Context: an optimization exercise on an open-source flow, tuned for small area, a short achievable clock period and few clock cycles per item. The choices shown serve that exercise and are no tape-out recipe. Only simulation tests tie the RTL to the original design; equivalence was not proved.

== old ==
// hacodec
module hacodec (
    input  wire       clk,
    input  wire       rst,
    input  wire       in_valid,
    output wire       in_ready,
    input  wire [7:0] in_data,
    input  wire       in_last,
    output wire       out_valid,
    input  wire       out_ready,
    output wire [7:0] out_data,
    output wire       out_last
);
Size: about 1400 cells after synthesis, roughly 230 flip-flops, about 14000 sq um of cells after synthesis.
Settings: LEC_CHECK=0, ABC_CLOCK_PERIOD_IN_PS=4000, CAP_MARGIN=20, CORE_MARGIN=2, CORE_UTILIZATION=40, CTS_CLUSTER_DIAMETER=100, CTS_CLUSTER_SIZE=20, SETUP_SLACK_MARGIN=5, SLEW_MARGIN=20; clock period 10.0 ns.
standard.sh (not shown) runs the stock make flow with config.mk's settings and CLKGATE_MAP_FILE= SYNTH_SCRIPT=/design/flow/synth_recipe.tcl, a recipe that flattens the netlist after the stock synthesis.
==> flow/flow/run.sh <==
#!/bin/bash
set -euo pipefail
bash standard.sh SYNTH_SCRIPT="$PWD/flow/synth_abc.tcl" SETUP_SLACK_MARGIN=6 MATCH_CELL_FOOTPRINT=0 \
  "BUFFER_PORTS_ARGS=-buffer_cell sky130_fd_sc_hd__buf_4" finish > flow_standard.log 2>&1
==> flow/flow/synth_abc.tcl <==
# synth_recipe.tcl (the standard synthesis) with one change: the technology mapping of the
# combinational logic uses ABC's default script for a liberty mapping (abc -liberty ... -D)
# instead of ORFS's abc_speed.script. Flip-flops are mapped before ABC and are not touched.
proc synth {args} { yosys synth -nofsm -noshare {*}$args }
proc abc {args} {
  set i [lsearch -exact $args -script]
  if {$i >= 0 && [string match *abc_speed.script [lindex $args [expr {$i + 1}]]]} {
    set args [lreplace $args $i [expr {$i + 1}]]
  }
  yosys abc {*}$args
}
source $::env(SCRIPTS_DIR)/synth.tcl
# left out here: clear keep_hierarchy, flatten, clean up, hide names made inside functions, write 1_2_yosys.v
Testbench counts of old, summed over its fixed seeds: cycles 248,529, requests 32,000.
Here is what was changed in the inputs of new compared with old.
--- a/flow/design.v
+++ b/flow/design.v
@@ -251,52 +251,43 @@
             3'd4:    code = (opl[0] & ~opl[2]) ? 3'd3 : 3'd5;
             default: code = 3'd1;
         endcase
     end
     wire       k7    = fatal & ~opf0;
     wire       badr  = bad | (~hdr & (rem != 8'd1));
     wire       n_bad = badr | chk_bad | (hdr & (in_data != 8'd0));
     wire       n_oe  = oe | chk_oe;
+    wire [2:0] st_n  = k7 ? 3'd7 : n_bad ? 3'd6 : n_oe ? code : 3'd0;
     reg [2:0] st_1;
     always @(*) begin
         if (fatal & ~i_f0)                  st_1 = 3'd7;
         else if (~i_known | ~i_len1)        st_1 = 3'd6;
         else if (i_fparse)                  st_1 = (flen == 4'd0) ? 3'd4 : 3'd0;
         else if (i_tsget)                   st_1 = (flen < 4'd7) ? 3'd4 : okF6 ? 3'd0 : 3'd3;
         else if (i_v16get)                  st_1 = (flen < 4'd3) ? 3'd4 : okF2 ? 3'd0 : 3'd3;
         else                                st_1 = 3'd0;
     end
+    wire [2:0] status = first ? st_1 : st_n;
+    wire       res_ok = ~status[2] & (status[1] == status[0]);    
     reg [3:0] rl_n, rl_1;
     always @(*) begin
         case (oph)
             3'd0:    rl_n = 4'd1;
             3'd1:    rl_n = opl[0] ? 4'd2 : 4'd1;
             3'd2:    rl_n = opl[0] ? 4'd3 : 4'd1;
             3'd4:    rl_n = o_put ? 4'd0 : opl[1] ? 4'd2 : 4'd6;
             default: rl_n = 4'd0;
         endcase
         rl_1 = 4'd0;
         if (i_fparse | i_fread) rl_1 = flen + 4'd1;
         if (i_tsget)            rl_1 = 4'd6;
         if (i_v16get | (ih == 3'd7)) rl_1 = 4'd2;
     end
     wire [3:0] rl = first ? rl_1 : rl_n;
-    wire [6:0] oesel = {s_nok, s_99, s_39, s_15, s_63, s_9, s_fl};
-    wire [6:0] oecmp = {~bok(in_data), in_data > 8'd99, in_data > 8'd39, in_data > 8'd15,
-                        in_data > 8'd63, in_data > 8'd9, (in_data == 8'd0) | (in_data > 8'd10)};
-    wire       chkb  = (s_1 & (in_data > 8'd1)) | (hdr & (in_data != 8'd0));
-    wire       cn3   = (code != 3'd3);
-    wire       zl_n  = (rl_n == 4'd0);
-    wire [2:0] od_n;
-    assign od_n[2] = k7 | badr | (oe & code[2]) | chkb | (|(oesel & oecmp & {7{code[2]}}));
-    assign od_n[1] = k7 | badr | (oe & code[1]) | chkb | (|(oesel & oecmp & {7{code[1]}}));
-    assign od_n[0] = k7 | (~badr & ~chkb & code[0] & (oe | (|(oesel & oecmp))));
-    wire       ol_n  = zl_n | k7 | badr | (oe & cn3) | chkb | (|(oesel & oecmp & {7{cn3}}));
-    wire       ol_1  = ~(~st_1[2] & (st_1[1] == st_1[0])) | (rl_1 == 4'd0);
     wire [3:0] bp0 = first ? ((ih == 3'd3) ? 4'd0 : i_get ? 4'd2 : 4'd1)
                            : (o_enc ? 4'd2 : 4'd1);
     wire       i_frb = fbin & (i_fparse | i_fread);
     wire        hg   = ~tx & first & ~fbin & ~rok;
     wire        h0   = hd | hg | hbg;
     wire [7:0]  ha   = hd ? S[0] : F[1];
     wire [7:0]  hb   = hf ? F[2] : S[1];
     wire [15:0] hx   = {S[8], S[9]};
@@ -403,18 +394,18 @@
                 if (od[2:0] == 3'd1) fatal <= 1'b1;
             end
             if (cpend & (od[2:0] == 3'd0)) begin
                 Fv   <= Sv;
                 flen <= nlen;
                 fbin <= nfb;
             end
             if (~tx) begin
-                od <= {5'd0, first ? st_1 : od_n};
-                ol <= first ? ol_1 : ol_n;
+                od <= {5'd0, status};
+                ol <= ~res_ok | (rl == 4'd0);
             end
             if (acc) begin
                 eq39 <= (in_data == 8'd39);
                 if (first) begin
                     oph  <= ih;
                     opl  <= il;
                     opf0 <= i_f0;
                     hp   <= 2'd1;
Notes after the runs:
| area of the core | new vs old | ≈ equal |. Looking only at final design area excluding fillers, and setting everything else aside, the lower value of new and old goes to new. Of the two values seen for kind of critical path, in -> reg was produced by new and reg -> reg by old. Synthesized cell count ended up 30 lower on new than on old. new vs. old: final worst-path setup slack dropped 61 ps, worst hold slack lower. As far as synthesis-to-finish area growth is concerned, old and new perform about the same. In new relative to old, number of signal-net buffers in the layout had gone down by a few percent. new ends up with higher share of the cycle needed by the critical path after routing than old does. Summary — final cell count without fillers, new relative to old: lower, by 35. From old to new the numbers moved as follows: final-layout fill cell count -about 1.8%, flip-flop and latch share of the layout cell area +0.32 points.
Testbench counts of new, summed over its fixed seeds: cycles 248,529, requests 32,000.

re-timing with driven ports:
No port has a modelled driver above. Below, the same layouts with a new extraction and two added sets of constraints.
Step 1 assumes that a clkbuf_16 drives the clock port and a buf_2 every other input.
Step 2 also shifts input and output timing later by t, the mid clock arrival at the registers, as if the neighbouring blocks saw the same clock.
a / b / c = ideal / step 1 / step 2; a / b = the first two.
| run | t (ns) | setup slack, ns | hold slack, ns | worst data-port slew with drivers (ns) |
|---|---|---|---|---|
| old | 0.551 | 6.134 / 6.134 / 5.629 | 0.423 / 0.423 / 0.423 | 0.04 |
| new | 0.558 | 6.073 / 6.080 / 5.542 | 0.417 / 0.417 / 0.417 | 0.04 |
After both steps setup and hold are still met in every run listed. For new, which loses most, drivers alone change the setup slack by +0.007 ns; drivers and shift together by -0.531 ns.
